Background: an optimization exercise with open tools, aiming at small area, a short achievable clock period and few clock cycles. Do not read the settings as production practice. RTL that was checked went through simulation tests only; none was proved equivalent to the original. No functional check of the RTL was part of run 1. Power figures rest on the tool's default switching activity, not on a simulated workload.

==> design/flow/flow/run.sh <==
#!/bin/bash
# Own layout flow: the standard ORFS flow (standard.sh) with
#  - synthesis through flow/synth.tcl (per-module ABC scripts, hierarchy kept
#    through ABC and flattened after, as synth_recipe.tcl does),
#  - port buffers of a given cell (BUFFER_PORTS_ARGS) instead of the default.
# The make output goes to flow_make.log; ORFS keeps each step's log under orfs/logs.
set -euo pipefail
here=$(pwd)
export OWN_ABC_SCRIPT=$here/flow/abc_area.script
bash standard.sh SYNTH_SCRIPT=$here/flow/synth.tcl SYNTH_HIERARCHICAL=1 \
  "BUFFER_PORTS_ARGS=-buffer_cell sky130_fd_sc_hd__buf_2" finish > $here/flow_make.log 2>&1
==> design/flow/flow/abc_area.script <==
strash
ifraig
scorr
dc2
strash
dch -f
amap
topo
==> design/flow/flow/synth.tcl <==
# The standard flow's synthesis (synth_recipe.tcl) with one change: ABC maps the top
# module with the area-oriented script beside this file, and the register
# read port (module blabel2_rd, logic only) with ORFS's own speed script.
# Registers are mapped before ABC runs, so they are the same as the standard flow's.
proc synth {args} { yosys synth -nofsm -noshare {*}$args }
proc abc {args} {
  set i [lsearch -exact $args -script]
  set area [lreplace $args [expr {$i+1}] [expr {$i+1}] $::env(OWN_ABC_SCRIPT)]
  yosys abc {*}$area blabel2_enc
  yosys abc {*}$args blabel2_rd
}
source $::env(SCRIPTS_DIR)/synth.tcl
# left out here: clear keep_hierarchy, flatten, clean up, hide names made inside functions, write 1_2_yosys.v
==> design/flow/standard.sh <==
#!/bin/bash
# synth_recipe.tcl (not shown) runs the flow's synth.tcl, then flattens the netlist and writes it again
# the make line also repeats each setting of config.mk as NAME=value (left out here)
make -C /OpenROAD-flow-scripts/flow DESIGN_CONFIG=/design/flow/config.mk WORK_HOME=/design/flow/orfs CLKGATE_MAP_FILE= SYNTH_SCRIPT=/design/flow/synth_recipe.tcl "${@:-finish}"
==> design/flow/config.mk <==
export PLATFORM = sky130hd
export DESIGN_NAME = blabel2_enc
export DESIGN_NICKNAME = blabel2_enc
export VERILOG_FILES = /design/flow/design.v
export SDC_FILE = /design/flow/constraint.sdc
export NUM_CORES = 4
export LEC_CHECK = 0
export CAP_MARGIN = 20
export CORE_MARGIN = 2
export CORE_UTILIZATION = 40
export CTS_BUF_LIST = sky130_fd_sc_hd__clkbuf_4
export CTS_CLUSTER_SIZE = 20
export SETUP_SLACK_MARGIN = 4.5
export SLEW_MARGIN = 20
==> design/flow/constraint.sdc <==
create_clock -name core_clock -period 10.0 [get_ports {clk}]
set_input_delay 2.0000 -clock core_clock [delete_from_list [all_inputs] [get_ports {clk}]]
set_output_delay 2.0000 -clock core_clock [all_outputs]
set_load 0.01 [all_outputs]
==> design/flow/design.v <==
module blabel2_enc (
    input  wire        clk,
    input  wire        rst,
    input  wire        reg_wr,
    input  wire [7:0]  reg_addr,
    input  wire [31:0] reg_wdata,
    output wire [31:0] reg_rdata,
    output wire        busy,
    output wire        done,
    output wire        error,
    output wire        pix_req,
    output wire [15:0] pix_x,
    output wire [15:0] pix_y,
    input  wire        pix_ack,
    input  wire [7:0]  pix_r,
    input  wire [7:0]  pix_g,
    input  wire [7:0]  pix_b,
    output wire        out_valid,
    output reg  [7:0]  out_data,
    output wire        out_last,
    input  wire        out_ready
);
    localparam [7:0] A_CTRL    = 8'h00;
    localparam [7:0] A_CFG     = 8'h04;
    localparam [7:0] A_WIDTH   = 8'h08;
    localparam [7:0] A_HEIGHT  = 8'h0C;
    localparam [7:0] A_STATUS  = 8'h10;
    localparam [7:0] A_ERRINFO = 8'h14;
    localparam [2:0] P_IDLE  = 3'd0;
    localparam [2:0] P_PRE   = 3'd1;
    localparam [2:0] P_G     = 3'd2;
    localparam [2:0] P_LEN   = 3'd3;
    localparam [2:0] P_LEAD  = 3'd4;
    localparam [2:0] P_IMG   = 3'd5;
    localparam [2:0] P_TRAIL = 3'd6;
    localparam [2:0] P_TERM  = 3'd7;    
    reg  [3:0]  cfg_tape;
    reg         cfg_autocut;
    reg         cfg_inverse;
    reg  [15:0] width_r;
    reg  [15:0] height_r;
    reg         st_done;
    reg  [1:0]  st_errcode;
    reg  [15:0] info_h;
    reg  [3:0]  info_t;
    reg         j_autocut;
    reg         j_inverse;
    reg  [7:0]  j_img;
    wire [15:0] j_width = info_h;
    wire        j_cal   = info_t[3];
    reg  [2:0]  phase;
    reg  [3:0]  pos;
    reg         shfull;
    reg  [15:0] col;
    reg  [10:0] cnt;         
    reg  [8:0]  sh;
    wire [4:0] h_img5 = height_r[7:3];
    reg        tape_hit;
    always @(*) begin
        case (cfg_tape[2:0])
            3'd0:       tape_hit = (h_img5 == 5'd4);
            3'd1, 3'd2: tape_hit = (h_img5 == 5'd6)  || (h_img5 == 5'd7);
            3'd3, 3'd4: tape_hit = (h_img5 == 5'd8)  || (h_img5 == 5'd10);
            3'd5, 3'd6: tape_hit = (h_img5 == 5'd12) || (h_img5 == 5'd14);
            default:    tape_hit = (h_img5 == 5'd16);
        endcase
    end
    wire h_mult8  = (height_r[2:0] == 3'd0);
    wire is_cal   = (cfg_tape == 4'd8);
    wire bad_tape = cfg_tape[3] && (cfg_tape[2:0] != 3'd0);
    wire cal_ok   = (height_r[15:11] == 5'd0) &&
                    (height_r[10:3] != 8'd0) && (height_r[10:3] <= 8'd251);
    wire tape_ok  = (height_r[15:8] == 8'd0) && tape_hit;
    wire job_ok   = h_mult8 && !cfg_tape[3] ? tape_ok : (is_cal && h_mult8 && cal_ok);
    wire active = (phase != P_IDLE);
    assign busy  = active;
    assign done  = st_done;
    assign error = (st_errcode != 2'd0);
    wire   more    = (col != j_width);
    wire   fbusy   = (phase[2:1] != 2'b00) && more;
    assign pix_req = fbusy && !(shfull && cnt[0]);
    assign pix_x   = col;
    assign pix_y   = {5'd0, cnt};
    wire [7:0] img_byte = cnt[0] ? sh[8:1] : sh[7:0];
    wire [7:0] fill     = {8{j_inverse}};
    wire [7:0] len_byte = j_cal ? (j_img + 8'd4) : 8'h0F;
    reg [7:0] pre_byte;
    always @(*) begin
        pre_byte = 8'h00;
        if (cnt[8] && cnt[7] && cnt[4]) begin
            case (cnt[3:0])
                4'd0:  pre_byte = 8'h1B;
                4'd1:  pre_byte = 8'h40;
                4'd2:  pre_byte = 8'h1B;
                4'd3:  pre_byte = 8'h69;
                4'd4:  pre_byte = 8'h53;
                4'd5:  pre_byte = 8'h1B;
                4'd6:  pre_byte = 8'h69;
                4'd7:  pre_byte = 8'h4D;
                4'd8:  pre_byte = j_autocut ? 8'h40 : 8'h00;
                4'd9:  pre_byte = 8'h1B;
                4'd10: pre_byte = 8'h69;
                4'd11: pre_byte = 8'h64;
                4'd12: pre_byte = 8'h14;
                default: pre_byte = 8'h00;
            endcase
        end
    end
    wire pre_end = cnt[8] && cnt[7] && cnt[4] && cnt[3] && cnt[2] && cnt[0];    
    always @(*) begin
        case (phase)
            P_PRE:   out_data = pre_byte;
            P_G:     out_data = 8'h47;
            P_LEN:   out_data = len_byte;
            P_IMG:   out_data = img_byte;
            P_TERM:  out_data = pos[0] ? 8'h1A : 8'h5A;
            default: out_data = fill;
        endcase
    end
    assign out_valid = active && (phase != P_IMG || shfull);
    assign out_last  = (phase == P_TERM) && pos[0];
    wire emit  = out_valid && out_ready;
    wire fetch = pix_req && pix_ack;
    wire ink   = (pix_r < 8'd150);
    blabel2_rd u_rd (
        .addr   (reg_addr),
        .cfg    ({cfg_inverse, cfg_autocut, cfg_tape}),
        .width  (width_r),
        .height (height_r),
        .status ({st_errcode, 1'b0, error, st_done, active}),
        .err    (error),
        .info_h (info_h),
        .info_t (info_t),
        .rdata  (reg_rdata)
    );
    wire start = reg_wr && (reg_addr == A_CTRL) && reg_wdata[0] && !active;
    wire        lead_zero = !j_cal && j_img[4];
    wire [2:0]  lead_sum  = pos[2:0] + j_img[3:1];
    wire        lead_end  = j_cal ? (pos[2:0] == 3'd4) : (lead_sum == 3'd0);
    wire [10:0] cnt_inc  = cnt + 11'd1;
    wire [15:0] col_inc  = col + 16'd1;
    wire        col_end  = (cnt[2:0] == 3'd7) && (cnt_inc[10:3] == j_img);
    wire        img_last = (cnt[10:3] == 8'd0);
    wire        rec_end  = (phase == P_IMG) ? (img_last && (j_cal || pos == 4'd15))
                                            : (pos == 4'd15);
    wire [2:0]  next_rec = more ? P_G : P_TERM;
    always @(posedge clk) begin
        if (rst) begin
            cfg_tape    <= 4'd0;
            cfg_autocut <= 1'b0;
            cfg_inverse <= 1'b0;
            width_r     <= 16'd0;
            height_r    <= 16'd0;
            st_done     <= 1'b0;
            st_errcode  <= 2'd0;
            phase       <= P_IDLE;
        end else begin
            if (reg_wr) begin
                case (reg_addr)
                    A_CFG: begin
                        cfg_tape    <= reg_wdata[3:0];
                        cfg_autocut <= reg_wdata[4];
                        cfg_inverse <= reg_wdata[5];
                    end
                    A_WIDTH:  width_r  <= reg_wdata[15:0];
                    A_HEIGHT: height_r <= reg_wdata[15:0];
                    default: ;
                endcase
            end
            if (start) begin
                st_done <= 1'b0;
                if (job_ok) begin
                    st_errcode <= 2'd0;
                    phase      <= P_PRE;
                end else
                    st_errcode <= bad_tape ? 2'd1 : 2'd2;
            end else if (emit) begin
                case (phase)
                    P_PRE:   if (pre_end) phase <= next_rec;
                    P_G:     phase <= P_LEN;
                    P_LEN:   phase <= lead_zero ? P_IMG : P_LEAD;
                    P_LEAD:  if (lead_end) phase <= P_IMG;
                    P_IMG:   if (img_last)
                                 phase <= rec_end ? next_rec : P_TRAIL;
                    P_TRAIL: if (rec_end) phase <= next_rec;
                    P_TERM:  if (pos[0]) begin
                                 phase   <= P_IDLE;
                                 st_done <= 1'b1;
                             end
                    default: ;
                endcase
            end
        end
    end
    always @(posedge clk) begin
        if (start) begin
            info_t    <= cfg_tape;
            info_h    <= job_ok ? width_r : height_r;
            j_autocut <= cfg_autocut;
            j_inverse <= cfg_inverse;
            j_img     <= height_r[10:3];
            cnt       <= 11'd0;
            col       <= 16'd0;
            shfull    <= 1'b0;
        end else begin
            if (emit) begin
                if (phase == P_LEN || phase == P_PRE || rec_end)
                    pos <= 4'd0;
                else
                    pos <= pos + 4'd1;
            end
            if (emit && phase == P_IMG)
                shfull <= 1'b0;
            else if (fetch && cnt[2:0] == 3'd7)
                shfull <= 1'b1;
            if (emit && phase == P_PRE) begin
                cnt <= pre_end ? 11'd0 : cnt_inc;
            end else if (fetch) begin
                sh <= {sh[7:0], ink};
                if (col_end) begin
                    cnt <= 11'd0;
                    col <= col_inc;
                end else
                    cnt <= cnt_inc;
            end
        end
    end
endmodule
module blabel2_rd (
    input  wire [7:0]  addr,
    input  wire [5:0]  cfg,
    input  wire [15:0] width,
    input  wire [15:0] height,
    input  wire [5:0]  status,
    input  wire        err,
    input  wire [15:0] info_h,
    input  wire [3:0]  info_t,
    output reg  [31:0] rdata
);
    always @(*) begin
        case (addr)
            8'h04:   rdata = {26'd0, cfg};
            8'h08:   rdata = {16'd0, width};
            8'h0C:   rdata = {16'd0, height};
            8'h10:   rdata = {26'd0, status};
            8'h14:   rdata = err ? {info_h, 12'd0, info_t} : 32'd0;
            default: rdata = 32'd0;
        endcase
    end
endmodule
==> results_dict.tcl, run 1 <==
set metrics [dict create \
    relSlewSlack 0.494 \
    hp-start "sh[0]$_DFFE_PP_" \
    clock.fmax_mhz 185 \
    numCtsBuffers 17 \
    power_leakage_nw 2.68 \
    grt_pass1_wl_mm 26.7 \
    skew_ns 0.0186 \
    maxCapViolations 0 \
    synth_most_common_cell "nor2_1" \
    synth_edf_count 43 \
    first_pass_iters 5 \
    vias 5636 \
    gp_congestion 0.894 \
    period_needed_ns 5.39 \
    routedWlPerCell_um 16.7 \
    drtIter0Drc 565 \
    final-hold-violation-count 0 \
    powerDensity_nw_per_um2 128 \
    ant_nets 0 \
    hold_end "sh[1]$_DFFE_PP_" \
    slew_viol_final 0 \
    pre_cts_ws_ns 4.38 \
    grt_usage 0.213 \
    htreeDepth 4 \
    io_buffers 108 \
    syn_to_final_growth_pct 18.1 \
    yosys.area.top_type "dfxtp_1" \
    worstHoldPathType "register to register" \
    synthCells 700 \
    synthTopCellsByCount "128 x nor2_1, 72 x dfxtp_1, 67 x clkinv_1" \
    grt_pass1_vias 5244 \
    crit_fanout 12 \
    vdd_drop_max_mv 0.0588 \
    outcome "timing/DRC/antenna clean" \
    arrival_ns 3.39 \
    io_pins 147 \
    clockRootBuffer "clkbuf_4" \
    end_kind "primary output" \
    cts_num_sinks 115 \
    post-route-period-util 0.539 \
    via_per_inst 5.51 \
    antenna_found_initial 0 \
    syn-cell-area_um2 5950 \
    startpoint_type "primary input" \
    tns_ns 0 \
    diodes 0 \
    regToRegEndpoint "col[15]$_SDFFE_PP0P_" \
    synth-seq-cells 115 \
    ys_seq_area_frac 0.459 \
    clockBufferDepth 2 \
    r2r-start "cnt[0]$_SDFFE_PP0P_" \
    insertion_delay_ns 0.55 \
    die_w_um 126 \
    fin_area_um2 7030 \
    path_class "primary input to primary output" \
    die_y_um 126 \
    synthFlopType "dfxtp_1" \
    async_flop_share 0 \
    rsz0062_at_grt "yes" \
    yosysWarnings 8 \
    netlist_top_cells_area "dfxtp_1 24%, edfxtp_1 22%, nor2_1 8.1%" \
    syn_avg_cell_area_um2 8.50 \
    synth_top_area_share 0.242 \
    drc_errors 0 \
    r2r_slack_ns 4.92 \
    rows 44 \
    cts_tree "yes" \
    cp.required_ns 8.00 \
    die-area_um2 15900 \
    clkTransAtPathRegs_ns 0.10 \
    wl_mm 17.1 \
    drive_gt1_frac 0.195 \
    r2r_cells 24 \
    dpl_cell_area_um2 6710 \
    synth_cell_types 57 \
    grt_max_degree 64 \
    hold-worst-slack_ns 0.462 \
    fin_nets 906 \
    setup_viol_count_final 0 \
    dp_hpwl_mm 12.5 \
    grt_overflow 0 \
    start_util 0.409 \
    finalWorstSetupSlack_ns 4.61 \
    hold_depth 0 \
    tightest_slew_ns 0.754 \
    coreArea_um2 14500 \
]
metrics by stage:
step,instances,power (mW),utilization
5_1_grt,1023,0.934,0.484
2_1_floorplan,705,0.546,-
6_report,1023,0.899,0.484
4_1_cts,1022,0.905,0.481
3_3_place_gp,990,0.570,0.462
3_5_place_dp,990,0.572,0.462
cell usage in the layout, fill, tap and decap left out, types with 5 or more instances in the layout:
cell type / n
a31oi_1: 6
a22o_1: 10
conb_1: 6
nor2_1: 127
o21ai_0: 43
a22oi_1: 34
ha_1: 10
buf_2: 108
nand3_1: 10
o21ai_1: 5
inv_6: 9
edfxtp_1: 43
dfxtp_1: 70
nor2b_1: 6
o22ai_1: 8
a21oi_1: 53
or4_1: 6
nand2_1: 51
clkbuf_4: 17
o221a_1: 6
a311oi_1: 5
clkinv_1: 67
a211oi_1: 15
nor3_1: 26
or3_1: 6
and2_1: 16
repair_timing:
action	4_1_cts	5_1_grt
pin swaps	0	2
buffers inserted	0	1
gates resized for setup	3	10
setup endpoints to repair	28	8
hold buffers	0	0
layout make-up:
class | count | area [um^2]
multi-input cells | 513 | 2970
repair buffers | 112 | 571
flip-flops and latches | 115 | 2740
clock inverters | 15 | 141
well taps | 184 | 230
clock buffers | 17 | 128
inverters | 67 | 251
fillers | 1510 | 7500
routing by layer:
layer	vias to the layer above	GRT usage	wire, um
met5	-	0	0
met3	32	0.0408	840
met2	186	0.336	7990
li1	2803	-	-
met4	0	0.0847	370
met1	2615	0.288	7860
worst max-delay path, cell delays in order:
cell and delay, ns:
buf_2 0.13, nor4b_4 0.43, nand2_2 0.11, nor2_4 0.32, a221o_1 0.26, buf_2 0.14
where the power goes:
part | switching (mW) | internal, mW
Clock | 0.206 | 0.129
Sequential | 0.0105 | 0.488
Combinational | 0.0401 | 0.0257
state kept, by name, summed over array words and instances, names as in the netlist, 2 cells and up:
register	flops
cfg_tape	4
pos	4
width_r	16
col	16
info_t	4
cnt	11
st_errcode	2
sh	9
phase	3
height_r	16
j_img	8
info_h	16
Yosys stat by module (local to each module, per instance):
module	times used	flip-flops and latches
blabel2_rd	1	0
blabel2_enc	1	115
logic make-up (layout without fill, tap and decap cells):
logic type,Yosys count,count (layout),synth area share
other,1,6,0.000630
multiplexers,4,4,0.00757
adder cells (fa/ha/maj),11,11,0.0244
buffers and inverters,77,211,0.0549
AO/OA/AOI/OAI,210,210,0.230
XOR/XNOR,2,2,0.00294
AND/OR/NAND/NOR,280,280,0.220
flip-flops,115,115,0.459
worst max-delay path by stage:
stage | startpoint | cells after the start | endpoint
3_3_place_gp | reg_addr[2] | 6 | reg_rdata[1]
3_5_place_dp | cnt[0]$_SDFFE_PP0P_ | 24 | col[15]$_SDFFE_PP0P_
6_report | reg_addr[1] | 6 | reg_rdata[4]
5_1_grt | cnt[0]$_SDFFE_PP0P_ | 24 | col[15]$_SDFFE_PP0P_
4_1_cts | cnt[0]$_SDFFE_PP0P_ | 24 | col[15]$_SDFFE_PP0P_
2_1_floorplan | reg_addr[4] | 7 | phase[0]$_SDFFE_PP0P_
==> run 2: changes to the inputs <==
--- a/design/flow/design.v
+++ b/design/flow/design.v
@@ -43,7 +43,7 @@
     reg  [1:0]  st_errcode;
     reg  [15:0] info_h;
     reg  [3:0]  info_t;
-    reg         j_autocut;
+    wire        j_autocut = sh[0];    
     reg         j_inverse;
     reg  [7:0]  j_img;
     wire [15:0] j_width = info_h;
@@ -87,7 +87,7 @@
     reg [7:0] pre_byte;
     always @(*) begin
         pre_byte = 8'h00;
-        if (cnt[8] && cnt[7] && cnt[4]) begin
+        if (cnt[9]) begin
             case (cnt[3:0])
                 4'd0:  pre_byte = 8'h1B;
                 4'd1:  pre_byte = 8'h40;
@@ -97,7 +97,7 @@
                 4'd5:  pre_byte = 8'h1B;
                 4'd6:  pre_byte = 8'h69;
                 4'd7:  pre_byte = 8'h4D;
-                4'd8:  pre_byte = j_autocut ? 8'h40 : 8'h00;
+                4'd8:  pre_byte = j_autocut ? 8'h40 : 8'h00;    
                 4'd9:  pre_byte = 8'h1B;
                 4'd10: pre_byte = 8'h69;
                 4'd11: pre_byte = 8'h64;
@@ -106,7 +106,7 @@
             endcase
         end
     end
-    wire pre_end = cnt[8] && cnt[7] && cnt[4] && cnt[3] && cnt[2] && cnt[0];    
+    wire pre_end = cnt[9] && cnt[3] && cnt[2] && cnt[0];    
     always @(*) begin
         case (phase)
             P_PRE:   out_data = pre_byte;
@@ -196,10 +196,10 @@
         if (start) begin
             info_t    <= cfg_tape;
             info_h    <= job_ok ? width_r : height_r;
-            j_autocut <= cfg_autocut;
+            sh[0]     <= cfg_autocut;
             j_inverse <= cfg_inverse;
             j_img     <= height_r[10:3];
-            cnt       <= 11'd0;
+            cnt       <= 11'd112;
             col       <= 16'd0;
             shfull    <= 1'b0;
         end else begin
--- a/design/flow/config.mk
+++ b/design/flow/config.mk
@@ -8,7 +8,7 @@
 export CAP_MARGIN = 20
 export CORE_MARGIN = 2
 export CORE_UTILIZATION = 40
-export CTS_BUF_LIST = sky130_fd_sc_hd__clkbuf_4
+export CTS_BUF_LIST = sky130_fd_sc_hd__clkbuf_8
 export CTS_CLUSTER_SIZE = 20
 export SETUP_SLACK_MARGIN = 4.5
 export SLEW_MARGIN = 20
==> results_dict.tcl, run 2 <==
set metrics [dict create \
    insertion_delay_ns 0.44 \
    relSlewSlack 0.483 \
    p_switching_mw 0.231 \
    synthCells 685 \
    io_buffers 108 \
    io_pins 147 \
    powerDensity_nw_per_um2 140 \
    routedWlPerCell_um 17.3 \
    final-hold-violation-count 0 \
    start_util 0.408 \
    arrival_ns 3.37 \
    pwr-share-comb 0.044 \
    synth_top_area_share 0.244 \
    clockRootBuffer "clkbuf_8" \
    synth_edf_count 42 \
    die_w_um 125 \
    skew_ns 0.0132 \
    netlist_top_cells_area "dfxtp_1 24%, edfxtp_1 21%, nor2_1 6.9%" \
    synthTopCellsByCount "108 x nor2_1, 72 x dfxtp_1, 68 x clkinv_1" \
    finalPower_mw 1.00 \
    diodes 0 \
    setup_viol_count_final 0 \
    layout_common_cells "108 x buf_2, 107 x nor2_1, 71 x dfxtp_1" \
    drc_errors 0 \
    die-area_um2 15700 \
    sequentialPowerShare 0.485 \
    drtIter0Drc 556 \
    outcome "timing/DRC/antenna clean" \
    rows 44 \
    yosys.area.top_type "dfxtp_1" \
    grt_overflow 0 \
    clock.fmax_mhz 186 \
    crit_fanout 12 \
    gp_congestion 0.918 \
    startpoint_type "primary input" \
    antenna_found_initial 0 \
    cts_tree "yes" \
    ctsHoldBuffers 0 \
    yosysWarnings 8 \
    die_y_um 125 \
    first_pass_iters 6 \
    hold-worst-slack_ns 0.478 \
    p_sw_frac 0.230 \
    tightest_slew_ns 0.771 \
    cts_setup_buffers 0 \
    vdd_drop_max_mv 0.0810 \
    drive_gt1_frac 0.199 \
    final_common_cell "buf_2" \
    grt_pass1_wl_mm 27.9 \
    ys_seq_area_frac 0.458 \
    slew_viol_final 0 \
    period_needed_ns 5.37 \
    worstHoldPathType "register to register" \
    ant_nets 0 \
    clkTransAtPathRegs_ns 0.07 \
    synthFlopType "dfxtp_1" \
    post-route-period-util 0.537 \
    power_leakage_nw 2.88 \
    path_class "primary input to primary output" \
    numCtsBuffers 17 \
    syn-cell-area_um2 5900 \
    vias 5788 \
    dp_hpwl_mm 12.7 \
    grt_pass1_vias 5443 \
    fin_nets 890 \
    async_flop_share 0 \
    grt_usage 0.222 \
    p_int_mw 0.772 \
    maxCapViolations 0 \
    cp.required_ns 8.00 \
    htreeDepth 4 \
    syn_avg_cell_area_um2 8.62 \
    fillers 1389 \
    synth-seq-cells 114 \
    synth_most_common_cell "nor2_1" \
    p_clk_frac 0.472 \
    wl_mm 17.5 \
    syn_to_final_growth_pct 21.0 \
    grt_max_degree 53 \
    rsz0062_at_grt "no" \
    cts_num_sinks 114 \
    end_kind "primary output" \
    clockBufferDepth 2 \
    synth_cell_types 59 \
    coreArea_um2 14500 \
    via_per_inst 5.75 \
    tns_ns 0 \
]
-- run 2: cell count changes in the layout (fill, tap and decap cells not counted), moves of 3 or more --
| cell | previous run | this run |
|---|---|---|
| nand2_1 | 51 | 55 |
| inv_6 | 9 | 2 |
| and3_1 | 4 | 10 |
| a211oi_1 | 15 | 12 |
| clkinvlp_4 | 3 | 0 |
| nor3_1 | 26 | 16 |
| a311oi_1 | 5 | 1 |
| clkbuf_8 | 0 | 21 |
| nor2_1 | 127 | 107 |
| nand4_1 | 1 | 5 |
| o21ai_0 | 43 | 46 |
| o221ai_1 | 0 | 5 |
| clkbuf_4 | 17 | 0 |
-- run 2: critical path, cell delays in order --
cell     delay (ns)
buf_2          0.13
nor4b_4        0.42
nand2_2        0.11
nor2_4         0.30
a221o_1        0.26
buf_2          0.14
-- run 2: routing by layer --
metal,vias to the layer above,share of wire,GRT usage
met5,-,0,0
met3,24,0.063,0.0484
met4,0,0.016,0.0699
met1,2778,0.45,0.296
met2,227,0.47,0.360
li1,2759,-,-
-- run 2: timing repair --
| item | CTS | global route |
|---|---|---|
| setup endpoints to repair | 27 | 11 |
| resized for setup | 2 | 8 |
| pin swaps | 0 | 0 |
-- run 2: final timing paths --
check | start | end | slack (ns) | cells after the start
worst min-delay path | height_r[1]$_SDFFE_PP0P_ | height_r[1]$_SDFFE_PP0P_ | 0.48 | 2
worst max register to register | cnt[0]$_SDFFE_PP0P_ | col[15]$_SDFFE_PP0P_ | 4.98 | 23
worst min register to register | height_r[1]$_SDFFE_PP0P_ | height_r[1]$_SDFFE_PP0P_ | 0.48 | 2
worst max-delay path | reg_addr[1] | reg_rdata[4] | 4.63 | 6
-- run 2: power by group through the flow --
| stage | Combinational (mW) | Clock (mW) | Sequential, mW |
|---|---|---|---|
| after floorplan | 0.0230 | 0 | 0.497 |
| after global placement | 0.0415 | 0 | 0.496 |
| after detailed placement | 0.0427 | 0 | 0.497 |
| after CTS | 0.0430 | 0.481 | 0.486 |
| after global routing | 0.0486 | 0.503 | 0.487 |
| final | 0.0437 | 0.473 | 0.486 |
-- run 2: kinds of logic (layout without fill, tap and decap cells) --
| family | count (synthesis) | in the layout | synth area share |
|---|---|---|---|
| adders and majority gates | 11 | 11 | 0.0246 |
| other | 1 | 6 | 0.000635 |
| and+or+nand+nor | 261 | 261 | 0.210 |
| muxes | 4 | 4 | 0.00763 |
| DFF | 114 | 114 | 0.458 |
| buffers and inverters | 78 | 211 | 0.0560 |
| xor gates and xnor gates | 2 | 2 | 0.00297 |
| AOI/OAI and AO/OA | 214 | 214 | 0.240 |
-- run 2: area by class of cell --
| cell class | count | area, um^2 | area share |
|---|---|---|---|
| clock buffers | 21 | 289 | 0.0405 |
| clock inverters | 11 | 148 | 0.0207 |
| inverters | 68 | 255 | 0.0357 |
| multi-input cells | 498 | 2950 | 0.413 |
| flip-flops and latches | 114 | 2710 | 0.379 |
| well taps | 184 | 230 | 0.0322 |
| repair buffers | 111 | 563 | 0.0788 |
-- run 2: stage by stage --
step	instance area (um^2)	std cells	setup WS (ns)	utilization
3_5_place_dp	6670	975	4.39	0.461
4_1_cts	7110	1007	4.54	0.491
2_1_floorplan	5950	690	3.91	-
3_3_place_gp	6670	975	4.43	0.461
6_report	7140	1007	4.63	0.493
5_1_grt	7140	1007	4.53	0.493
-- run 2: modules after synthesis (local to each module, per instance) --
module       cells inside  copies in the design
blabel2_rd             67                     1
blabel2_enc           618                     1
Testbench counts of run 2, summed over its fixed seeds: cycles 240,949.
==> run 3: changes to the inputs <==
--- a/design/flow/config.mk
+++ b/design/flow/config.mk
@@ -8,7 +8,7 @@
 export CAP_MARGIN = 20
 export CORE_MARGIN = 2
 export CORE_UTILIZATION = 40
-export CTS_BUF_LIST = sky130_fd_sc_hd__clkbuf_8
-export CTS_CLUSTER_SIZE = 20
+export CTS_BUF_LIST = sky130_fd_sc_hd__clkbuf_4
+export CTS_CLUSTER_SIZE = 10
 export SETUP_SLACK_MARGIN = 4.5
 export SLEW_MARGIN = 20
==> results_dict.tcl, run 3 <==
set metrics [dict create \
    yosysWarnings 8 \
    grt_pass1_wl_mm 27.9 \
    synthTopCellsByCount "108 x nor2_1, 72 x dfxtp_1, 68 x clkinv_1" \
    clkTransAtPathRegs_ns 0.11 \
    syn_avg_cell_area_um2 8.62 \
    maxCapViolations 0 \
    ant_nets 0 \
    start_util 0.408 \
    final_cells 1007 \
    fin_nets 890 \
    r2r-start "cnt[1]$_SDFFE_PP0P_" \
    gp_congestion 0.918 \
    post-route-period-util 0.538 \
    dpl_cell_area_um2 6670 \
    end_kind "primary output" \
    insertion_delay_ns 0.55 \
    vdd_drop_max_mv 0.0780 \
    htreeDepth 4 \
    dp_hpwl_mm 12.7 \
    power_leakage_nw 2.82 \
    synth-seq-cells 114 \
    synth_most_common_cell "nor2_1" \
    hold_depth 2 \
    drive_gt1_frac 0.196 \
    regToRegEndpoint "col[15]$_SDFFE_PP0P_" \
    path_class "primary input to primary output" \
    cts_setup_buffers 0 \
    outcome "timing/DRC/antenna clean" \
    tightest_slew_ns 0.759 \
    synthCells 685 \
    layout_common_cells "108 x buf_2, 107 x nor2_1, 71 x clkinv_1, 71 x dfxtp_1, 55 x nand2_1" \
    final-hold-violation-count 0 \
    cts_tree "yes" \
    period_needed_ns 5.38 \
    coreArea_um2 14500 \
    synthFlopType "dfxtp_1" \
    r2r_cells 23 \
    vias 5764 \
    first_pass_iters 5 \
    grt_usage 0.222 \
    rows 44 \
    antenna_found_initial 0 \
    netlist_top_cells_area "dfxtp_1 24%, edfxtp_1 21%, nor2_1 6.9%" \
    crit_fanout 12 \
    io_buffers 108 \
    routedWlPerCell_um 17.3 \
    via_per_inst 5.72 \
    final_common_cell "buf_2" \
    fin_area_um2 7000 \
    synth_cell_types 59 \
    arrival_ns 3.38 \
    die_y_um 125 \
    slew_viol_final 0 \
    grt_max_degree 53 \
    ctsHoldBuffers 0 \
    grt_overflow 0 \
    drc_errors 0 \
    clockBufferDepth 2 \
    startpoint_type "primary input" \
    worstHoldPathType "register to register" \
    placedCellCount 975 \
    cts_num_sinks 114 \
    powerDensity_nw_per_um2 127 \
    clockRootBuffer "clkbuf_4" \
    numCtsBuffers 17 \
    async_flop_share 0 \
    io_pins 147 \
    syn_to_final_growth_pct 18.5 \
    r2r_slack_ns 5.01 \
    wl_mm 17.4 \
    endpoint "reg_rdata[5]" \
    relSlewSlack 0.491 \
    cp.required_ns 8.00 \
    die-area_um2 15700 \
    die_w_um 125 \
    tns_ns 0 \
    diodes 0 \
    grt_pass1_vias 5483 \
    cp-startpoint "reg_addr[1]" \
    synth_edf_count 42 \
    rsz0062_at_grt "no" \
    synth_top_area_share 0.244 \
    clock.fmax_mhz 186 \
    drtIter0Drc 533 \
    syn-cell-area_um2 5900 \
    yosys.area.top_type "dfxtp_1" \
    skew_ns 0.0240 \
    ys_seq_area_frac 0.458 \
    hp-start "height_r[1]$_SDFFE_PP0P_" \
    setup_viol_count_final 0 \
]
## run 3: kinds of logic after synthesis
group | share of synthesized area
AND/OR/NAND/NOR | 0.210
other | 0.000635
XOR/XNOR | 0.00297
AO/OA/AOI/OAI | 0.240
buffers and inverters | 0.0560
flip-flops | 0.458
adder cells (fa/ha/maj) | 0.0246
multiplexers | 0.00763
## run 3: per-layer routing
metal,global-route usage,vias up,routed length (um)
met5,0,-,0
met4,0.0784,0,330
met3,0.0513,33,1060
met2,0.358,214,8170
met1,0.293,2757,7880
li1,-,2760,-
## run 3: metrics by stage
step / util / hold WS, ns / setup slack [ns] / power, mW
6_report: 0.483 / 0.477 / 4.62 / 0.889
4_1_cts: 0.482 / 0.481 / 4.55 / 0.895
3_3_place_gp: 0.461 / 0.461 / 4.43 / 0.538
2_1_floorplan: - / 0.431 / 3.91 / 0.520
3_5_place_dp: 0.461 / 0.467 / 4.39 / 0.539
5_1_grt: 0.483 / 0.511 / 4.53 / 0.922
## run 3: critical path, stage by stage
cell,delay [ns]
buf_2,0.13
nor4b_4,0.42
nand2_2,0.11
nor2_4,0.31
a221o_1,0.26
buf_2,0.14
## run 3: where the power goes
part / switching [mW] / internal, mW
combinational: 0.0269 / 0.0167
sequential: 0.00534 / 0.481
clock: 0.188 / 0.172
total: 0.220 / 0.669
## run 3: repair_timing
| action | in CTS | in global routing |
|---|---|---|
| gates resized for setup | 3 | 7 |
| endpoints found under the setup margin | 28 | 10 |
| hold endpoints to repair | 0 | 0 |
## run 3: final cells by class
cell class / instances / area [um^2]
inverters: 68 / 255
multi-input cells: 498 / 2950
clock buffers: 17 / 128
repair buffers: 111 / 563
well taps: 184 / 230
clock inverters: 15 / 163
fillers: 1417 / 7480
flip-flops and latches: 114 / 2710
## run 3: worst min path at each step
stage                                      to  slack, ns
finish               height_r[1]$_SDFFE_PP0P_       0.48
global route        height_r[15]$_SDFFE_PP0P_       0.51
CTS                  height_r[1]$_SDFFE_PP0P_       0.48
detailed placement   height_r[1]$_SDFFE_PP0P_       0.47
global placement    height_r[15]$_SDFFE_PP0P_       0.46
floorplan                 j_inverse$_DFFE_PP_       0.43
## run 3: per-module statistics from Yosys (local to each module, per instance)
| module | flip-flops and latches | area [um^2] |
|---|---|---|
| blabel2_enc | 114 | 5390 |
| blabel2_rd | 0 | 514 |
==> run 4: changes to the inputs <==
==> design/flow/flow/run.sh (replaced) <==
#!/bin/bash
# Own layout flow: the standard ORFS flow (standard.sh) with
#  - synthesis through flow/synth.tcl (per-module ABC scripts, hierarchy kept
#    through ABC and flattened after, as synth_recipe.tcl does),
#  - port buffers of a given cell (BUFFER_PORTS_ARGS) instead of the default,
#  - clock tree options (CTS_ARGS) in place of ORFS's.
# The make output goes to flow_make.log; ORFS keeps each step's log under orfs/logs.
set -euo pipefail
here=$(pwd)
export OWN_ABC_SCRIPT=$here/flow/abc_area.script
bash standard.sh SYNTH_SCRIPT=$here/flow/synth.tcl SYNTH_HIERARCHICAL=1 \
  "BUFFER_PORTS_ARGS=-buffer_cell sky130_fd_sc_hd__buf_2" \
  "CTS_ARGS=-sink_clustering_enable -repair_clock_nets -buf_list sky130_fd_sc_hd__clkbuf_8 -dont_use_dummy_load" \
  finish > $here/flow_make.log 2>&1
--- a/design/flow/config.mk
+++ b/design/flow/config.mk
@@ -8,7 +8,5 @@
 export CAP_MARGIN = 20
 export CORE_MARGIN = 2
 export CORE_UTILIZATION = 40
-export CTS_BUF_LIST = sky130_fd_sc_hd__clkbuf_4
-export CTS_CLUSTER_SIZE = 10
 export SETUP_SLACK_MARGIN = 4.5
 export SLEW_MARGIN = 20
==> results_dict.tcl, run 4 <==
set metrics [dict create \
    fin_nets 890 \
    skew_ns 0.0275 \
    dp_hpwl_mm 12.7 \
    clkTransAtPathRegs_ns 0.06 \
    maxCapViolations 0 \
    tns_ns 0 \
    slew_viol_final 0 \
    routedWlPerCell_um 17.5 \
    gp_congestion 0.918 \
    io_buffers 108 \
    drive_gt1_frac 0.183 \
    first_pass_iters 5 \
    final_cells 992 \
    die-area_um2 15700 \
    grt_pass1_wl_mm 27.7 \
    cp.required_ns 8.00 \
    powerDensity_nw_per_um2 121 \
    wl_mm 17.3 \
    syn_avg_cell_area_um2 8.62 \
    syn_to_final_growth_pct 17.5 \
    synthFlopType "dfxtp_1" \
    drtIter0Drc 580 \
    async_flop_share 0 \
    crit_fanout 12 \
    grt_max_degree 53 \
    period_needed_ns 5.38 \
    cts_tree "yes" \
    synthTopCellsByCount "108 x nor2_1, 72 x dfxtp_1, 68 x clkinv_1" \
    insertion_delay_ns 0.45 \
    grt_overflow 0 \
    ys_seq_area_frac 0.458 \
    synth_top_area_share 0.244 \
    rows 44 \
    synthCells 685 \
    startpoint_type "primary input" \
    diodes 0 \
    syn-cell-area_um2 5900 \
    drc_errors 0 \
    netlist_top_cells_area "dfxtp_1 24%, edfxtp_1 21%, nor2_1 6.9%" \
    synth-seq-cells 114 \
    vias 5722 \
    relSlewSlack 0.487 \
    io_pins 147 \
    clockRootBuffer "clkbuf_8" \
    die_w_um 125 \
    post-route-period-util 0.538 \
    cts_num_sinks 114 \
    layout_common_cells "108 x buf_2, 107 x nor2_1, 71 x dfxtp_1" \
    crit_path_max_incr_delay_ns 0.42 \
    synth_cell_types 59 \
    htreeDepth 4 \
    ctsHoldBuffers 0 \
    fillers 1419 \
    final_common_cell "buf_2" \
    synth_edf_count 42 \
    yosysWarnings 8 \
    end_kind "primary output" \
    grt_pass1_vias 5438 \
    yosys.area.top_type "dfxtp_1" \
    crit_slowest_cell "nor4b_4" \
    path_class "primary input to primary output" \
    arrival_ns 3.38 \
    final-hold-violation-count 0 \
    placedCellCount 975 \
    start_util 0.408 \
    cp_common_cell "buf_2" \
    worstHoldPathType "register to register" \
    grt_usage 0.220 \
    clockBufferDepth 2 \
    multi_input_area_um2 2950 \
    coreArea_um2 14500 \
    cts_setup_buffers 0 \
    rsz0062_at_grt "yes" \
    antenna_found_initial 0 \
    tightest_slew_ns 0.765 \
    synth_most_common_cell "nor2_1" \
    numCtsBuffers 17 \
    ant_nets 0 \
    vdd_drop_max_mv 0.0743 \
    die_y_um 125 \
    setup_viol_count_final 0 \
    power_leakage_nw 2.77 \
    via_per_inst 5.77 \
    path_cells "buf_2 > nor4b_4 > nand2_2 > nor2_4 > a221o_1 > buf_2" \
    clock.fmax_mhz 186 \
    ff_latch_area_um2 2710 \
    outcome "timing/DRC/antenna clean" \
]
-- run 4: cell types whose count changed in the layout (fill, tap and decap cells not counted), moves of 3 or more --
| cell | before | now |
|---|---|---|
| clkbuf_4 | 17 | 0 |
| clkinv_1 | 71 | 68 |
| bufinv_16 | 3 | 0 |
| clkbuf_8 | 0 | 17 |
-- run 4: power by group --
group | internal, mW | switching (mW) | total, mW
clock network | 0.148 | 0.158 | 0.307
registers | 0.482 | 0.00545 | 0.487
logic | 0.0167 | 0.0268 | 0.0436
total | 0.647 | 0.190 | 0.837
-- run 4: worst paths after layout --
kind / startpoint / endpoint / slack (ns) / cells after the start
worst max register to register: cnt[1]$_SDFFE_PP0P_ / col[15]$_SDFFE_PP0P_ / 4.93 / 23
worst min-delay path: height_r[1]$_SDFFE_PP0P_ / height_r[1]$_SDFFE_PP0P_ / 0.47 / 2
worst min register to register: height_r[1]$_SDFFE_PP0P_ / height_r[1]$_SDFFE_PP0P_ / 0.47 / 2
worst max-delay path: reg_addr[1] / reg_rdata[4] / 4.62 / 6
-- run 4: repair_timing --
action | 4_1_cts | 5_1_grt
endpoints found under the setup margin | 27 | 11
resized for setup | 2 | 7
gates cloned | 0 | 0
-- run 4: modules after synthesis, one instance, submodules excluded --
module | cells | times used
blabel2_enc | 618 | 1
blabel2_rd | 67 | 1
-- run 4: area by class of cell --
cell class              instances  share of cell area
well taps                     184              0.0332
repair buffers                111              0.0812
inverters                      68              0.0368
flip-flops and latches        114               0.390
clock buffers                  17              0.0337
multi-input cells             498               0.425
-- run 4: cell families (layout without fill, tap and decap cells) --
| logic type | count (synthesis) | in the layout | share of synthesized area |
|---|---|---|---|
| buffers and inverters | 78 | 196 | 0.0560 |
| adder cells (fa/ha/maj) | 11 | 11 | 0.0246 |
| other | 1 | 6 | 0.000635 |
| AO/OA/AOI/OAI | 214 | 214 | 0.240 |
| XOR/XNOR | 2 | 2 | 0.00297 |
| AND/OR/NAND/NOR | 261 | 261 | 0.210 |
| flip-flops | 114 | 114 | 0.458 |
| multiplexers | 4 | 4 | 0.00763 |
-- run 4: critical path: cells and delay by family --
kind	cells	cell delay [ns]
simple gates	3	0.84
compound gates	1	0.26
buf+inv	2	0.28
-- run 4: through the flow --
stage | setup slack [ns] | utilization | total power, mW | hold WS [ns] | area (um^2)
2_1_floorplan | 3.91 | - | 0.520 | 0.431 | 5950
3_3_place_gp | 4.43 | 0.461 | 0.538 | 0.461 | 6670
3_5_place_dp | 4.39 | 0.461 | 0.539 | 0.467 | 6670
4_1_cts | 4.55 | 0.477 | 0.845 | 0.475 | 6910
5_1_grt | 4.45 | 0.479 | 0.867 | 0.503 | 6930
6_report | 4.62 | 0.479 | 0.837 | 0.474 | 6930
-- run 4: routing by layer --
layer  up-vias  track usage  share of wire
met4         0       0.0667          0.015
met2       227        0.356           0.47
met5         -            0              0
li1       2743            -              -
met1      2724        0.291           0.45
met3        28       0.0535          0.062
==> run 5: changes to the inputs <==
--- a/design/flow/flow/run.sh
+++ b/design/flow/flow/run.sh
@@ -10,5 +10,5 @@
 export OWN_ABC_SCRIPT=$here/flow/abc_area.script
 bash standard.sh SYNTH_SCRIPT=$here/flow/synth.tcl SYNTH_HIERARCHICAL=1 \
   "BUFFER_PORTS_ARGS=-buffer_cell sky130_fd_sc_hd__buf_2" \
-  "CTS_ARGS=-sink_clustering_enable -repair_clock_nets -buf_list sky130_fd_sc_hd__clkbuf_8 -dont_use_dummy_load" \
+  "CTS_ARGS=-sink_clustering_enable -repair_clock_nets -buf_list sky130_fd_sc_hd__clkbuf_4 -dont_use_dummy_load -sink_clustering_size 24 -sink_clustering_max_diameter 80" \
   finish > $here/flow_make.log 2>&1
==> results_dict.tcl, run 5 <==
set metrics [dict create \
    outcome "timing/DRC/antenna clean" \
    tns_ns 0 \
    clock.fmax_mhz 186 \
    diodes 0 \
    synth_cell_types 59 \
    path_class "primary input to primary output" \
    startpoint_type "primary input" \
    r2r_cells 23 \
    fin_nets 890 \
    synthCells 685 \
    final_common_cell "buf_2" \
    yosys.area.top_type "dfxtp_1" \
    layout_common_cells "108 x buf_2, 107 x nor2_1, 71 x dfxtp_1" \
    final-hold-violation-count 0 \
    rows 44 \
    die-area_um2 15700 \
    crit_fanout 12 \
    ys_seq_area_frac 0.458 \
    numCtsBuffers 17 \
    vdd_drop_max_mv 0.0675 \
    routedWlPerCell_um 17.5 \
    setup_viol_count_final 0 \
    power_leakage_nw 2.73 \
    synthTopCellsByCount "108 x nor2_1, 72 x dfxtp_1, 68 x clkinv_1" \
    synth_most_common_cell "nor2_1" \
    yosysWarnings 8 \
    syn-cell-area_um2 5900 \
    synth-seq-cells 114 \
    ant_nets 0 \
    cts_setup_buffers 0 \
    drc_errors 0 \
    cp-startpoint "reg_addr[1]" \
    clkTransAtPathRegs_ns 0.10 \
    arrival_ns 3.37 \
    period_needed_ns 5.37 \
    hold_depth 2 \
    via_per_inst 5.78 \
    htreeDepth 4 \
    vias 5734 \
    cp.required_ns 8.00 \
    r2r-start "cnt[1]$_SDFFE_PP0P_" \
    end_kind "primary output" \
    grt_pass1_vias 5466 \
    grt_use_met3 0.0513 \
    syn_to_final_growth_pct 15.7 \
    synth_top_area_share 0.244 \
    start_util 0.408 \
    antenna_found_initial 0 \
    io_buffers 108 \
    rsz0062_at_grt "no" \
    finalWorstSetupSlack_ns 4.63 \
    synth_edf_count 42 \
    hp-start "height_r[1]$_SDFFE_PP0P_" \
    clockBufferDepth 2 \
    clockRootBuffer "clkbuf_4" \
    netlist_top_cells_area "dfxtp_1 24%, edfxtp_1 21%, nor2_1 6.9%" \
    async_flop_share 0 \
    drtIter0Drc 540 \
    slew_viol_final 0 \
    cts_tree "yes" \
    synthFlopType "dfxtp_1" \
    ctsHoldBuffers 0 \
    grt_max_degree 53 \
    coreArea_um2 14500 \
    tightest_slew_ns 0.770 \
    grt_overflow 0 \
    worstHoldPathType "register to register" \
    maxCapViolations 0 \
    gp_congestion 0.918 \
    dp_hpwl_mm 12.7 \
    finalPower_mw 0.754 \
    cts_num_sinks 114 \
    grt_usage 0.220 \
    insertion_delay_ns 0.54 \
    syn_avg_cell_area_um2 8.62 \
    relSlewSlack 0.484 \
    wl_mm 17.3 \
    pre_cts_ws_ns 4.39 \
    gr-max-usage-layer "met2" \
    io_pins 147 \
    skew_ns 0.0470 \
    first_pass_iters 5 \
    powerDensity_nw_per_um2 110 \
    post-route-period-util 0.537 \
    die_w_um 125 \
    met2_usage 0.357 \
    die_y_um 125 \
    met1_usage 0.290 \
    drive_gt1_frac 0.184 \
    grt_pass1_wl_mm 27.7 \
]
-- run 5: what timing repair did --
item	4_1_cts	5_1_grt
cloned	0	0
gates resized for setup	3	7
hold endpoints to repair	0	0
setup endpoints to repair	28	10
pin swaps	0	0
-- run 5: final cells by class --
| type | count | area (um^2) |
|---|---|---|
| repair buffers | 111 | 563 |
| well taps | 184 | 230 |
| flip-flops and latches | 114 | 2710 |
| fillers | 1437 | 7650 |
| inverters | 68 | 255 |
| clock buffers | 17 | 128 |
| multi-input cells | 498 | 2950 |
-- run 5: final timing paths --
| kind | endpoint | slack, ns |
|---|---|---|
| max | reg_rdata[4] | 4.63 |
| min | height_r[1]$_SDFFE_PP0P_ | 0.48 |
| max reg2reg | col[15]$_SDFFE_PP0P_ | 4.99 |
| min reg2reg | height_r[1]$_SDFFE_PP0P_ | 0.48 |
-- run 5: critical path, stage by stage --
cell and delay [ns]:
buf_2 0.13, nor4b_4 0.42, nand2_2 0.11, nor2_4 0.30
a221o_1 0.26, buf_2 0.14
-- run 5: kinds of logic (layout without fill, tap and decap cells) --
family | Yosys count | count (layout) | share of synthesized area
xor gates and xnor gates | 2 | 2 | 0.00297
AOI/OAI and AO/OA | 214 | 214 | 0.240
DFF | 114 | 114 | 0.458
other | 1 | 6 | 0.000635
buffers and inverters | 78 | 196 | 0.0560
adders and majority gates | 11 | 11 | 0.0246
muxes | 4 | 4 | 0.00763
and+or+nand+nor | 261 | 261 | 0.210
-- run 5: where the power goes --
| group | total [mW] | switching (mW) | internal [mW] |
|---|---|---|---|
| registers | 0.486 | 0.00543 | 0.481 |
| clock network | 0.224 | 0.146 | 0.0773 |
| logic | 0.0436 | 0.0269 | 0.0168 |
-- run 5: modules after synthesis (local to each module, per instance) --
module / cells inside / times used / flip-flops and latches / cell area [um^2]
blabel2_rd: 67 / 1 / 0 / 514
blabel2_enc: 618 / 1 / 114 / 5390
-- run 5: layer usage --
layer,vias to the layer above,share of wire,wire length [um]
met2,209,0.47,8120
li1,2746,-,-
met5,-,0,0
met1,2745,0.45,7840
met3,34,0.059,1030
met4,0,0.018,314
-- run 5: metrics by stage --
step                hold slack (ns)  std cells  cell area, um^2   util
finish                        0.480        992             6830  0.472
global route                  0.508        992             6830  0.472
CTS                           0.479        992             6810  0.470
detailed placement            0.467        975             6670  0.461
global placement              0.461        975             6670  0.461
floorplan                     0.431        690             5950      -
==> run 6: changes to the inputs <==
--- a/design/flow/flow/run.sh
+++ b/design/flow/flow/run.sh
@@ -10,5 +10,5 @@
 export OWN_ABC_SCRIPT=$here/flow/abc_area.script
 bash standard.sh SYNTH_SCRIPT=$here/flow/synth.tcl SYNTH_HIERARCHICAL=1 \
   "BUFFER_PORTS_ARGS=-buffer_cell sky130_fd_sc_hd__buf_2" \
-  "CTS_ARGS=-sink_clustering_enable -repair_clock_nets -buf_list sky130_fd_sc_hd__clkbuf_4 -dont_use_dummy_load -sink_clustering_size 24 -sink_clustering_max_diameter 80" \
+  "CTS_ARGS=-sink_clustering_enable -repair_clock_nets -buf_list sky130_fd_sc_hd__clkbuf_4 -dont_use_dummy_load"  \
   finish > $here/flow_make.log 2>&1
--- a/design/flow/config.mk
+++ b/design/flow/config.mk
@@ -8,5 +8,5 @@
 export CAP_MARGIN = 20
 export CORE_MARGIN = 2
 export CORE_UTILIZATION = 40
-export SETUP_SLACK_MARGIN = 4.5
+export SETUP_SLACK_MARGIN = 5.0
 export SLEW_MARGIN = 20
==> results_dict.tcl, run 6 <==
set metrics [dict create \
    outcome "timing/DRC/antenna clean" \
    htreeDepth 4 \
    grt_max_degree 52 \
    clock.fmax_mhz 192 \
    clockBufferDepth 2 \
    synthAdderAreaFrac 0.0246 \
    synth_most_common_cell "nor2_1" \
    layout_common_cells "107 x nor2_1, 87 x buf_2, 69 x dfxtp_1" \
    gp_congestion 0.886 \
    via_per_inst 5.80 \
    ff_latch_area_um2 2710 \
    grt_overflow 0 \
    arrival_ns 3.20 \
    path_class "primary input to primary output" \
    synth_mux_area_frac 0.00763 \
    yosys.area.top_type "dfxtp_1" \
    crit_fanout 12 \
    io_buffers 108 \
    yosys.area_share.simple 0.210 \
    netlist_top_cells_area "dfxtp_1 24%, edfxtp_1 21%, nor2_1 6.9%" \
    async_flop_share 0 \
    synthFlopType "dfxtp_1" \
    grt_pass1_vias 5428 \
    maxCapViolations 0 \
    power_leakage_nw 2.90 \
    synthTopCellsByCount "108 x nor2_1, 72 x dfxtp_1, 68 x clkinv_1" \
    powerDensity_nw_per_um2 104 \
    synth_top_family_by_area "compound AO/OA/AOI/OAI gates" \
    slew_viol_final 0 \
    post-route-period-util 0.520 \
    yosysWarnings 8 \
    insertion_delay_ns 0.52 \
    drtIter0Drc 481 \
    antenna_found_initial 1 \
    grt_usage 0.231 \
    cp.required_ns 8.00 \
    period_needed_ns 5.20 \
    cts_tree "yes" \
    synthXorXnorAreaFrac 0.00297 \
    start_util 0.408 \
    ctsHoldBuffers 0 \
    hold-worst-slack_ns 0.476 \
    worstHoldPathType "register to register" \
    finalPower_mw 0.764 \
    coreArea_um2 14500 \
    dp_hpwl_mm 12.8 \
    die_y_um 125 \
    pre_cts_ws_ns 4.42 \
    final_common_cell "nor2_1" \
    drc_errors 0 \
    synth-seq-cells 114 \
    fillers 1412 \
    ant_nets 0 \
    ys_seq_area_frac 0.458 \
    synthCells 685 \
    fin_nets 908 \
    rows 44 \
    syn_avg_cell_area_um2 8.62 \
    relSlewSlack 0.480 \
    synth_top_area_share 0.244 \
    wl_mm 18.5 \
    first_pass_iters 8 \
    die-area_um2 15700 \
    finalWorstSetupSlack_ns 4.80 \
    synth-compound-area-share 0.240 \
    synth_edf_count 42 \
    synth_cell_types 59 \
    end_kind "primary output" \
    routedWlPerCell_um 18.3 \
    grt_pass1_wl_mm 29.0 \
    rsz0062_at_grt "yes" \
    cts_num_sinks 114 \
    drive_gt1_frac 0.245 \
    clockRootBuffer "clkbuf_4" \
    numCtsBuffers 17 \
    syn_to_final_growth_pct 23.9 \
    setup_viol_count_final 0 \
    vdd_drop_max_mv 0.107 \
    syn-cell-area_um2 5900 \
    startpoint_type "primary input" \
    vias 5866 \
    skew_ns 0.0370 \
    multi_input_area_um2 3140 \
    tns_ns 0 \
    io_pins 147 \
    final-hold-violation-count 0 \
    clkTransAtPathRegs_ns 0.10 \
    die_w_um 125 \
    tightest_slew_ns 0.775 \
]
## run 6: changes by cell type in the layout (fill, tap and decap cells not counted), sizes merged
cell      change
and3          +1
and4          +3
buf          +14
clkinv        -4
clkinvlp      +1
diode         +1
inv           +3
## run 6: per-stage QoR
stage	utilization	cell area, um^2	instances
CTS	0.492	7130	1003
global placement	0.461	6670	975
detailed placement	0.461	6670	975
global route	0.505	7310	1011
finish	0.505	7310	1011
floorplan	-	5950	690
## run 6: worst max-delay path, stage by stage
cell	delay, ns
buf_8	0.11
nor4b_4	0.37
nand2_2	0.11
nor2_4	0.12
buf_12	0.14
a221o_1	0.20
buf_2	0.15
## run 6: modules after synthesis, one instance, submodules excluded
module       copies in the design  area [um^2]  flip-flops and latches  cells inside
blabel2_rd                      1          514                       0            67
blabel2_enc                     1         5390                     114           618
## run 6: routing by layer
| metal | vias to the layer above | part of all wire | track usage |
|---|---|---|---|
| li1 | 2807 | - | - |
| met1 | 2775 | 0.45 | 0.313 |
| met2 | 249 | 0.47 | 0.367 |
| met3 | 35 | 0.064 | 0.0518 |
| met4 | 0 | 0.020 | 0.0739 |
| met5 | - | 0 | 0 |
## run 6: worst paths after layout
path | start | to | slack, ns | cells past startpoint
setup / recovery | reg_addr[1] | reg_rdata[4] | 4.80 | 7
hold / removal | sh[7]$_DFFE_PP_ | sh[8]$_DFFE_PP_ | 0.48 | 0
setup reg to reg | cnt[0]$_SDFFE_PP0P_ | col[15]$_SDFFE_PP0P_ | 5.36 | 24
hold reg to reg | sh[7]$_DFFE_PP_ | sh[8]$_DFFE_PP_ | 0.48 | 0
## run 6: repair_timing
item,4_1_cts,5_1_grt
buffers inserted,7,7
setup endpoints to repair,42,41
gates cloned,4,0
pin swaps,20,16
gates resized for setup,54,33
## run 6: logic make-up (layout without fill, tap and decap cells)
kind of cell | after synthesis | after routing
buf+inv | 78 | 210
fa+ha+maj | 11 | 11
compound gates | 214 | 214
flops | 114 | 114
other cells | 1 | 7
mux | 4 | 4
simple gates | 261 | 265
xor+xnor | 2 | 2
## run 6: report_power, final
group          switching (mW)  leakage [nW]  internal (mW)
clock                   0.148        0.0782         0.0776
sequential            0.00477         0.975          0.481
combinational          0.0310          1.84         0.0221
total                   0.184          2.90          0.580
## run 6: area by class of cell
cell class,instances,area share
inverters,68,0.0354
clock buffers,17,0.0175
flip-flops and latches,114,0.370
well taps,184,0.0315
repair buffers,125,0.115
multi-input cells,502,0.430
diodes,1,0.000342
==> run 7: changes to the inputs <==
--- a/design/flow/flow/run.sh
+++ b/design/flow/flow/run.sh
@@ -9,6 +9,6 @@
 here=$(pwd)
 export OWN_ABC_SCRIPT=$here/flow/abc_area.script
 bash standard.sh SYNTH_SCRIPT=$here/flow/synth.tcl SYNTH_HIERARCHICAL=1 \
-  "BUFFER_PORTS_ARGS=-buffer_cell sky130_fd_sc_hd__buf_2" \
+  "BUFFER_PORTS_ARGS=-buffer_cell sky130_fd_sc_hd__buf_1" \
   "CTS_ARGS=-sink_clustering_enable -repair_clock_nets -buf_list sky130_fd_sc_hd__clkbuf_4 -dont_use_dummy_load"  \
   finish > $here/flow_make.log 2>&1
--- a/design/flow/config.mk
+++ b/design/flow/config.mk
@@ -8,5 +8,5 @@
 export CAP_MARGIN = 20
 export CORE_MARGIN = 2
 export CORE_UTILIZATION = 40
-export SETUP_SLACK_MARGIN = 5.0
+export SETUP_SLACK_MARGIN = 4.5
 export SLEW_MARGIN = 20
==> results_dict.tcl, run 7 <==
set metrics [dict create \
    first_pass_iters 5 \
    synth_cell_types 59 \
    setup_viol_count_final 0 \
    fin_nets 891 \
    async_flop_share 0 \
    period_needed_ns 5.37 \
    power_leakage_nw 2.35 \
    slew_viol_final 0 \
    htreeDepth 4 \
    coreArea_um2 14500 \
    diodes 0 \
    maxCapViolations 0 \
    grt_pass1_wl_mm 27.3 \
    skew_ns 0.0412 \
    startpoint_type "primary input" \
    start_util 0.408 \
    vias 5622 \
    clockRootBuffer "clkbuf_4" \
    fin_area_um2 6710 \
    relSlewSlack 0.279 \
    synth_top_area_share 0.244 \
    cts_num_sinks 114 \
    die-area_um2 15700 \
    path_class "primary input to primary output" \
    hold-worst-slack_ns 0.482 \
    tns_ns 0 \
    ant_nets 0 \
    final-hold-violation-count 0 \
    synth_edf_count 42 \
    drive_gt1_frac 0.0507 \
    cp.required_ns 8.00 \
    grt_overflow 0 \
    synthCells 685 \
    rows 44 \
    arrival_ns 3.37 \
    crit_fanout 10 \
    clockBufferDepth 2 \
    vdd_drop_max_mv 0.0522 \
    r2r_slack_ns 5.07 \
    insertion_delay_ns 0.53 \
    ctsHoldBuffers 0 \
    die_y_um 125 \
    io_pins 147 \
    drtIter0Drc 495 \
    cp-startpoint "reg_addr[1]" \
    numCtsBuffers 17 \
    wl_mm 16.8 \
    via_per_inst 5.66 \
    clkTransAtPathRegs_ns 0.11 \
    routedWlPerCell_um 16.9 \
    netlist_top_cells_area "dfxtp_1 24%, edfxtp_1 21%, nor2_1 6.9%" \
    end_kind "primary output" \
    layout_common_cells "107 x nor2_1, 107 x buf_1, 71 x dfxtp_1" \
    cts_tree "yes" \
    yosysWarnings 8 \
    post-route-period-util 0.537 \
    tightest_slew_ns 1.08 \
    grt_usage 0.215 \
    synthTopCellsByCount "108 x nor2_1, 72 x dfxtp_1, 68 x clkinv_1" \
    synthFlopType "dfxtp_1" \
    grt_pass1_vias 5394 \
    die_w_um 125 \
    antenna_found_initial 0 \
    powerDensity_nw_per_um2 111 \
    rsz0062_at_grt "yes" \
    worstHoldPathType "register to register" \
    hp-start "cfg_inverse$_SDFFE_PP0P_" \
    grt_max_degree 53 \
    drc_errors 0 \
    syn_avg_cell_area_um2 8.62 \
    clock.fmax_mhz 186 \
    ys_seq_area_frac 0.458 \
    dpl_cell_area_um2 6540 \
    yosys.area.top_type "dfxtp_1" \
    io_buffers 108 \
    outcome "timing/DRC/antenna clean" \
    syn-cell-area_um2 5900 \
    gp_congestion 0.900 \
    syn_to_final_growth_pct 13.6 \
    synth-seq-cells 114 \
    synth_most_common_cell "nor2_1" \
    dp_hpwl_mm 12.5 \
    r2r-start "cnt[0]$_SDFFE_PP0P_" \
]
-- run 7: final timing paths --
check                               to  depth (start not counted)
setup / recovery          reg_rdata[6]                          7
hold reg to reg    j_inverse$_DFFE_PP_                          0
hold / removal     j_inverse$_DFFE_PP_                          0
setup reg to reg  col[15]$_SDFFE_PP0P_                         23
-- run 7: timing repair --
| action | 4_1_cts | 5_1_grt |
|---|---|---|
| gates resized for setup | 4 | 6 |
| setup endpoints to repair | 33 | 13 |
| pin swaps | 0 | 1 |
| buffers inserted | 0 | 1 |
-- run 7: logic make-up after synthesis --
| logic type | share of synthesized area |
|---|---|
| AO/OA/AOI/OAI | 0.240 |
| XOR/XNOR | 0.00297 |
| adder cells (fa/ha/maj) | 0.0246 |
| buffers and inverters | 0.0560 |
| flip-flops | 0.458 |
| multiplexers | 0.00763 |
| other | 0.000635 |
| AND/OR/NAND/NOR | 0.210 |
-- run 7: cell type report --
type | count | area (um^2)
tap | 184 | 230
multi-input combinational | 498 | 2940
clock buffer | 17 | 128
inverter | 68 | 255
sequential | 114 | 2710
timing repair buffer | 112 | 449
fill | 1437 | 7770
-- run 7: modules after synthesis (local to each module, per instance) --
module	flops+latches	cell area (um^2)	cells inside	times used
blabel2_enc	114	5390	618	1
blabel2_rd	0	514	67	1
-- run 7: routing by layer --
layer	track usage	share of wire
met1	0.292	0.46
met2	0.334	0.45
met3	0.0505	0.063
met4	0.0804	0.021
met5	0	0
-- run 7: through the flow --
| step | utilization | std cells | power [mW] | setup WS (ns) |
|---|---|---|---|---|
| global route | 0.463 | 993 | 0.778 | 4.45 |
| CTS | 0.461 | 992 | 0.755 | 4.56 |
| finish | 0.463 | 993 | 0.747 | 4.63 |
| global placement | 0.451 | 975 | 0.535 | 4.19 |
| floorplan | - | 690 | 0.520 | 3.91 |
| detailed placement | 0.451 | 975 | 0.536 | 4.14 |
-- run 7: where the power goes --
group          internal [mW]  leakage (nW)  total (mW)  switching (mW)
Clock                 0.0773        0.0782       0.220           0.143
Combinational         0.0142          1.30      0.0407          0.0265
Sequential             0.481         0.974       0.486         0.00562
-- run 7: worst max-delay path, stage by stage --
cell,delay [ns]
buf_1,0.14
nor4b_4,0.44
nand2_2,0.11
nor2_4,0.19
buf_12,0.15
a22o_1,0.18
buf_1,0.16

## re-timing with driven ports
In the flow no input, the clock included, has a driving cell. The finished layouts below were timed again as built, in two steps.
Step 1 (the two cells are an assumption about what drives the block):
set clk [get_ports {clk}]
set_driving_cell -lib_cell sky130_fd_sc_hd__clkbuf_16 $clk
set_driving_cell -lib_cell sky130_fd_sc_hd__buf_2 [delete_from_list [all_inputs] $clk]
Step 2, shift: input delay + t, output delay - t, t = (earliest + latest rising clock arrival at the registers) / 2. This alone moves slack from input paths to output paths.
Three values: ideal ports, drivers, drivers and shift; two values: the first two.
run	shift t [ns]	slack for setup (ns)	clock arrival spread, ns	worst data-port slew with drivers (ns)
run 1	0.571	4.608 / 4.589 / 4.589	0.018 / 0.018	0.03
run 2	0.474	4.632 / 4.613 / 4.520	0.013 / 0.013	0.03
run 3	0.570	4.618 / 4.599 / 4.538	0.024 / 0.024	0.03
run 4	0.468	4.619 / 4.600 / 4.514	0.027 / 0.028	0.03
run 5	0.552	4.630 / 4.611 / 4.521	0.047 / 0.047	0.03
run 6	0.538	4.798 / 4.759 / 4.759	0.037 / 0.037	0.05
run 7	0.545	4.626 / 4.606 / 4.441	0.041 / 0.041	0.04
After both steps setup and hold are still met in every run listed. The setup slack of run 7, which loses most, moves by -0.020 ns with the drivers and by -0.185 ns with both steps.
